What follows belongs to an exercise in optimizing a design on an open flow for small area, a short achievable clock period and few clock cycles per item; a production flow would make more cautious choices. The RTL was checked by simulation tests, not by an equivalence proof against the original design. No activity file was given, so power comes from the tool's default toggle rates.

// md5_core
module md5_core (
    input  wire         clk,
    input  wire         rst,       
    input  wire         start,     
    input  wire         first,     
    input  wire [511:0] block,     
    output wire         ready,
    output reg          done,
    output wire [127:0] digest     
);
    localparam [31:0] IV0 = 32'h67452301;
    localparam [31:0] IV1 = 32'hefcdab89;
    localparam [31:0] IV2 = 32'h98badcfe;
    localparam [31:0] IV3 = 32'h10325476;
    localparam [31:0] T0  = 32'hd76aa478;
    reg [31:0] x [0:15];           
    reg [31:0] b, c, d;            
    reg [31:0] p;                  
    reg [31:0] u, v;               
    reg [31:0] h0, h1, h2, h3;     
    reg  [5:0] r;                  
    reg        busy;               
    reg        fin;                
    reg        iv;                 
    reg  [3:0] gn;                 
    reg  [3:0] ra;                 
    reg  [3:0] rb;                 
    reg        rh;                 
    reg        last;               
    reg  [3:0] kn;                 
    assign ready  = !busy;
    assign digest = {h3, h2, h1, h0};
    wire accept = start && !busy;
    reg [31:0] tn;
    always @(*) begin
        case (r)
            6'd0: tn = 32'he8c7b756;
            6'd1: tn = 32'h242070db;
            6'd2: tn = 32'hc1bdceee;
            6'd3: tn = 32'hf57c0faf;
            6'd4: tn = 32'h4787c62a;
            6'd5: tn = 32'ha8304613;
            6'd6: tn = 32'hfd469501;
            6'd7: tn = 32'h698098d8;
            6'd8: tn = 32'h8b44f7af;
            6'd9: tn = 32'hffff5bb1;
            6'd10: tn = 32'h895cd7be;
            6'd11: tn = 32'h6b901122;
            6'd12: tn = 32'hfd987193;
            6'd13: tn = 32'ha679438e;
  ...
For scale: about 890 flip-flops, about 650 I/O pins, ~48000 µm² of cells after synthesis.
==> flow/config.mk <==
export PLATFORM = sky130hd
export DESIGN_NAME = md5_core
export DESIGN_NICKNAME = md5_core
export VERILOG_FILES = /design/flow/design.v
export SDC_FILE = /design/flow/constraint.sdc
export NUM_CORES = 4
export LEC_CHECK = 0
export CAP_MARGIN = 20
export CORE_MARGIN = 2
export CORE_UTILIZATION = 50
export CTS_BUF_LIST = sky130_fd_sc_hd__clkbuf_4 sky130_fd_sc_hd__clkbuf_8
export PLACE_DENSITY = 0.62
export SLEW_MARGIN = 20
export SYNTH_HIERARCHICAL = 1
==> flow/constraint.sdc <==
create_clock -name core_clock -period 12.0 [get_ports {clk}]
set_input_delay 2.4000 -clock core_clock [delete_from_list [all_inputs] [get_ports {clk}]]
set_output_delay 2.4000 -clock core_clock [all_outputs]
set_load 0.01 [all_outputs]
standard.sh (not shown) runs the stock make flow with config.mk's settings and CLKGATE_MAP_FILE= SYNTH_SCRIPT=/design/flow/synth_recipe.tcl, a recipe that flattens the netlist after the stock synthesis.
==> flow/flow/run.sh <==
#!/bin/bash
# Layout flow: the standard ORFS flow (standard.sh) with two changes.
#  - Ports are buffered with sky130_fd_sc_hd__buf_1 instead of the default
#    clkdlybuf4s50_1 (every input and output still gets its own buffer).
#  - Timing repair aims at a setup slack margin of 6.5 ns at the design's
#    12 ns clock (the SDC is unchanged).
# make's output goes to make.log; each ORFS step writes its own log under
# orfs/logs/.
set -euo pipefail
export BUFFER_PORTS_ARGS="-buffer_cell sky130_fd_sc_hd__buf_1"
bash standard.sh SETUP_SLACK_MARGIN=6.5 finish > make.log 2>&1
Testbench counts at the start, summed over its fixed seeds: cycles 52,203, blocks 803.
Edit:
Settings changed: CELL_PAD_IN_SITES_DETAIL_PLACEMENT set to 1, CORE_UTILIZATION 50 to 45, PLACE_DENSITY 0.62 to 0.55.
Combinational power came out higher by about 1%.
Wire length came out higher by 8.1%.
Power came out higher by about 2.3%.
Via count came out higher by about 2%.
Hold slack improves by 0.022 ns.
Synthesized cell count is unchanged.
Edit:
==> flow/flow/run.sh (replaced) <==
#!/bin/bash
# Layout flow: the standard ORFS flow (standard.sh) with two changes.
#  - Ports are buffered with sky130_fd_sc_hd__buf_1 instead of the default
#    clkdlybuf4s50_1 (every input and output still gets its own buffer).
#  - Timing repair aims at a setup slack margin of 7.2 ns at the design's
#    12 ns clock (the SDC is unchanged).
# make's output goes to make.log; each ORFS step writes its own log under
# orfs/logs/.
set -euo pipefail
export BUFFER_PORTS_ARGS="-buffer_cell sky130_fd_sc_hd__buf_1"
bash standard.sh SETUP_SLACK_MARGIN=7.2 finish > make.log 2>&1
Settings changed: ABC_AREA set to 1, CTS_BUF_LIST sky130_fd_sc_hd__clkbuf_4 sky130_fd_sc_hd__clkbuf_8 to sky130_fd_sc_hd__clkbuf_16, CTS_CLUSTER_DIAMETER set to 60, CTS_CLUSTER_SIZE set to 30.
Effect:
- utilization climbs by 0.29 points
- fmax increases by about 16%
- setup slack is better by 0.81 ns
- die area is higher by 3.3%
- sequential power hardly moves
- global-route usage came out higher by 1.0 points
- routed wire length went up by about 5.5%
- design area is higher by 4.0%
- flip-flop and latch count is unchanged

[port drivers added, routing unchanged]
In the flow no input, the clock included, has a driving cell. The finished layouts below were timed again as built, in two steps. Step 1 (the two cells are an assumption about what drives the block):
set clk [get_ports {clk}]
set_driving_cell -lib_cell sky130_fd_sc_hd__clkbuf_16 $clk
set_driving_cell -lib_cell sky130_fd_sc_hd__buf_2 [delete_from_list [all_inputs] $clk]
Step 2 times the ports against the registers' clock, not the clock port: input delays grow and output delays shrink by t, the midpoint of the rising clock arrivals with the driver on. Slacks: ideal ports / drivers / drivers and shift; pairs: ideal ports / drivers.
run	shift t [ns]	slack for setup (ns)	hold slack, ns	worst setup path at the end	clock arrival spread, ns
the first run	0.924	6.239 / 6.239 / 5.712	0.534 / 0.534 / 0.534	input to register	0.049 / 0.050
the second run	0.944	6.026 / 6.026 / 5.622	0.555 / 0.555 / 0.555	input to register	0.053 / 0.053
the third run	0.803	6.834 / 6.834 / 6.426	0.536 / 0.536 / 0.536	input to register	0.053 / 0.053
After both steps every run listed still meets setup and hold. For the first run, which loses most, drivers alone change the setup slack by 0.000 ns; drivers and shift together by -0.527 ns.
